What follows belongs to an exercise in optimizing a design on an open flow for small area; a production flow would make more cautious choices. The RTL was checked by simulation tests, not by an equivalence proof against the original design. Power figures rest on the tool's default switching activity, not on a simulated workload.

==> flow/design.v (excerpt) <==
module sce (
    input  wire        clk,
    input  wire        rst,           
    input  wire        strobe,        
    input  wire        bus_valid,
    input  wire        bus_write,
    input  wire [7:0]  bus_addr,
    input  wire [31:0] bus_wdata,
    output wire        bus_ready,
    output reg  [31:0] bus_rdata,
    output reg         bus_err,
    input  wire        ready_in,
    input  wire        fault_in,
    output wire [7:0]  pwm_a,
    output wire [7:0]  pwm_b,
    output wire [7:0]  pwm_c,
    output wire        en_a,
    output wire        en_b,
    output wire        en_c,
    output wire        drv_reset,
    output wire        drv_sleep,
    output wire        led_success,
    output wire        led_fault
);
For scale: about 110 I/O pins, roughly 8900 µm² of cells after synthesis.
==> flow/config.mk <==
export PLATFORM = sky130hd
export DESIGN_NAME = sce
export DESIGN_NICKNAME = sce
export VERILOG_FILES = /design/flow/design.v
export SDC_FILE = /design/flow/constraint.sdc
export NUM_CORES = 4
export LEC_CHECK = 0
export CAP_MARGIN = 0
export CORE_MARGIN = 2
export CORE_UTILIZATION = 60
export PLACE_DENSITY = 0.85
export SLEW_MARGIN = 0
export SYNTH_MEMORY_MAX_BITS = 32768
==> flow/constraint.sdc <==
create_clock -name core_clock -period 18.0 [get_ports {clk}]
set_input_delay 3.6000 -clock core_clock [delete_from_list [all_inputs] [get_ports {clk}]]
set_output_delay 3.6000 -clock core_clock [all_outputs]
set_load 0.01 [all_outputs]
standard.sh (not shown) runs the stock make flow with config.mk's settings and CLKGATE_MAP_FILE= SYNTH_SCRIPT=/design/flow/synth_recipe.tcl, a recipe that flattens the netlist after the stock synthesis.
==> flow/flow/run.sh <==
#!/bin/bash
# Own layout flow: the standard flow (standard.sh, ORFS from synthesis to
# the final layout) with three changes on make's command line:
#   SYNTH_SCRIPT       flow/area_synth.tcl: the standard synthesis, with the
#                      combinational logic mapped for area (see that file);
#   BUFFER_PORTS_ARGS  the port buffers that ORFS puts on every input and
#                      output are sky130_fd_sc_hd__buf_1 cells;
#   CTS_ARGS           the clock tree is built from
#                      sky130_fd_sc_hd__clkbuf_8 cells, without dummy loads.
# Everything else (floorplan, tap cells, power grid, placement, CTS,
# routing, the settings in config.mk) is the standard flow's. make's output
# goes to flow.log here; each ORFS step logs under orfs/logs/.
set -euo pipefail
cd "$(dirname "${BASH_SOURCE[0]}")/.."
work=$PWD
cts="-sink_clustering_enable -repair_clock_nets -buf_list sky130_fd_sc_hd__clkbuf_8 -dont_use_dummy_load"
grep -q 'SYNTH_SCRIPT=' standard.sh
sed -e "s#SYNTH_SCRIPT=[^ ]*#SYNTH_SCRIPT=$work/flow/area_synth.tcl 'BUFFER_PORTS_ARGS=-buffer_cell sky130_fd_sc_hd__buf_1' 'CTS_ARGS=$cts'#" \
    standard.sh > own_standard.sh
bash own_standard.sh finish > flow.log 2>&1
test -s out/final.def
==> flow/flow/abc_map.script <==
strash; &get -n; &fraig -x; &put; dc2; strash; &get -n; &dch -f; &nf -R 1000 -C 32 -p; &put
==> flow/flow/area_synth.tcl <==
# The standard synthesis (synth_recipe.tcl in the work folder, sourced
# unchanged) with two differences in how the combinational logic is mapped:
#  - ABC runs flow/abc_map.script (Yosys's default ABC script for liberty
#    libraries, with an area-leaning &nf) instead of ORFS's
#    abc_speed.script with its buffering and up-sizing;
#  - ADDER_MAP_FILE is cleared, so adders are not extracted into
#    half/full-adder cells but left to ABC as plain logic.
# The flip-flops are mapped by dfflibmap, which neither change touches, so
# every register keeps the name and cell type the standard synthesis gives.
proc abc {args} {
  foreach opt {-script -D -constr} {
    set i [lsearch -exact $args $opt]
    if { $i >= 0 } {
      set args [lreplace $args $i [expr {$i + 1}]]
    }
  }
  log_cmd yosys abc -script $::area_synth_abc_script {*}$args
}
set ::area_synth_abc_script [file join [file dirname [file normalize [info script]]] abc_map.script]
set ::env(ADDER_MAP_FILE) ""
source [file join [file dirname [file dirname [file normalize [info script]]]] synth_recipe.tcl]
Then changed:
==> flow/flow/abc_map.script (replaced) <==
strash; &get -n; &fraig -x; &put; dc2; strash; dch -f; amap; topo
--- a/flow/flow/area_synth.tcl
+++ b/flow/flow/area_synth.tcl
@@ -1,7 +1,7 @@
 # The standard synthesis (synth_recipe.tcl in the work folder, sourced
 # unchanged) with two differences in how the combinational logic is mapped:
-#  - ABC runs flow/abc_map.script (Yosys's default ABC script for liberty
-#    libraries, with an area-leaning &nf) instead of ORFS's
-#    abc_speed.script with its buffering and up-sizing;
+#  - ABC runs flow/abc_map.script (the start of Yosys's default ABC script
+#    for liberty libraries, then ABC's area-oriented mapper amap) instead of
+#    ORFS's abc_speed.script with its buffering and up-sizing;
 #  - ADDER_MAP_FILE is cleared, so adders are not extracted into
 #    half/full-adder cells but left to ABC as plain logic.
=>
- The changed run finished clean
- final cell count goes up by 2.3%
- worst setup slack degrades by 0.58 ns
- clock-buffer cell count does not change
- routed wire length goes up by 9.2%
- combinational power goes up by 75%
- synthesized area goes down by 0.34%
- power goes up by 35%
- design area goes down by 0.54%
- worst hold slack barely changes
- clock power stays flat
Then changed:
==> flow/flow/run.sh (replaced) <==
#!/bin/bash
# Own layout flow: the standard flow (standard.sh, ORFS from synthesis to
# the final layout) with two changes on make's command line:
#   SYNTH_SCRIPT       flow/area_synth.tcl: the standard synthesis with
#                      Yosys's default ABC mapping (see that file);
#   BUFFER_PORTS_ARGS  the port buffers that ORFS puts on every input and
#                      output are sky130_fd_sc_hd__buf_1 cells;
#   CTS_ARGS           clock tree buffers from CTS_BUF (below), sinks
#                      clustered by CTS_CLUSTER, no dummy loads.
# Everything else (floorplan, tap cells, power grid, placement, CTS,
# routing, the settings in config.mk) is the standard flow's. make's output
# goes to flow.log here; each ORFS step logs under orfs/logs/.
set -euo pipefail
cd "$(dirname "${BASH_SOURCE[0]}")/.."
work=$PWD
CTS_BUF=${CTS_BUF:-sky130_fd_sc_hd__clkbuf_8}
CTS_CLUSTER=${CTS_CLUSTER:-}
CTS_ROOT=${CTS_ROOT:-}
cts="-sink_clustering_enable -repair_clock_nets -buf_list $CTS_BUF -dont_use_dummy_load"
if [[ -n $CTS_ROOT ]]; then cts="$cts -root_buf $CTS_ROOT"; fi
if [[ -n $CTS_CLUSTER ]]; then cts="$cts -sink_clustering_size $CTS_CLUSTER"; fi
grep -q 'SYNTH_SCRIPT=' standard.sh
sed -e "s#SYNTH_SCRIPT=[^ ]*#SYNTH_SCRIPT=$work/flow/area_synth.tcl 'BUFFER_PORTS_ARGS=-buffer_cell sky130_fd_sc_hd__buf_1' 'CTS_ARGS=$cts'#" \
    standard.sh > own_standard.sh
bash own_standard.sh finish > flow.log 2>&1
test -s out/final.def
==> flow/flow/abc_map.script (replaced) <==
strash; &get -n; &fraig -x; &put; dc2; strash; &get -n; &dch -f; &nf -R 1000 -C 32 -p; &put
--- a/flow/flow/area_synth.tcl
+++ b/flow/flow/area_synth.tcl
@@ -1,7 +1,7 @@
 # The standard synthesis (synth_recipe.tcl in the work folder, sourced
 # unchanged) with two differences in how the combinational logic is mapped:
-#  - ABC runs flow/abc_map.script (the start of Yosys's default ABC script
-#    for liberty libraries, then ABC's area-oriented mapper amap) instead of
-#    ORFS's abc_speed.script with its buffering and up-sizing;
+#  - ABC runs flow/abc_map.script (Yosys's default ABC script for liberty
+#    libraries, with an area-leaning &nf) instead of ORFS's
+#    abc_speed.script with its buffering and up-sizing;
 #  - ADDER_MAP_FILE is cleared, so adders are not extracted into
 #    half/full-adder cells but left to ABC as plain logic.
Settings changed: CORE_UTILIZATION 60 to 40, PLACE_DENSITY 0.85 to not set.
Effect:
- The changed run ran to the end with no violations
- wire length goes down by 0.43%
- clock power came out higher by about 3%
- hold slack gets better by 0.013 ns
- die area came out higher by 49%
- power fell by 26%
- non-clock buffer count climbs by 4
- synthesized area climbs by 0.34%
- core utilization shrinks by 22 points
- count of clock-buffer cells in the layout is unchanged
- first-iteration DRC count falls by 44%

-- separate check: timing with driven ports --
The results above use ideal ports. As a check the final layouts listed here were re-extracted and re-timed, cells and wires unchanged. Step 1 assumes that a clkbuf_16 drives the clock port and a buf_2 every other input. Step 2, shift: input delay + t, output delay - t, t = (earliest + latest rising clock arrival at the registers) / 2. This alone moves slack from input paths to output paths. Slacks: ideal / step 1 / step 2; pairs: ideal / step 1.
run | shift t [ns] | setup slack, ns | worst slew at a driven data input, ns
the first run | 0.476 | 8.778 / 8.758 / 8.758 | 0.06
the second run | 0.491 | 8.193 / 8.173 / 8.173 | 0.04
the third run | 0.486 | 8.094 / 8.075 / 8.075 | 0.07
After both steps setup and hold are still met in every run listed.
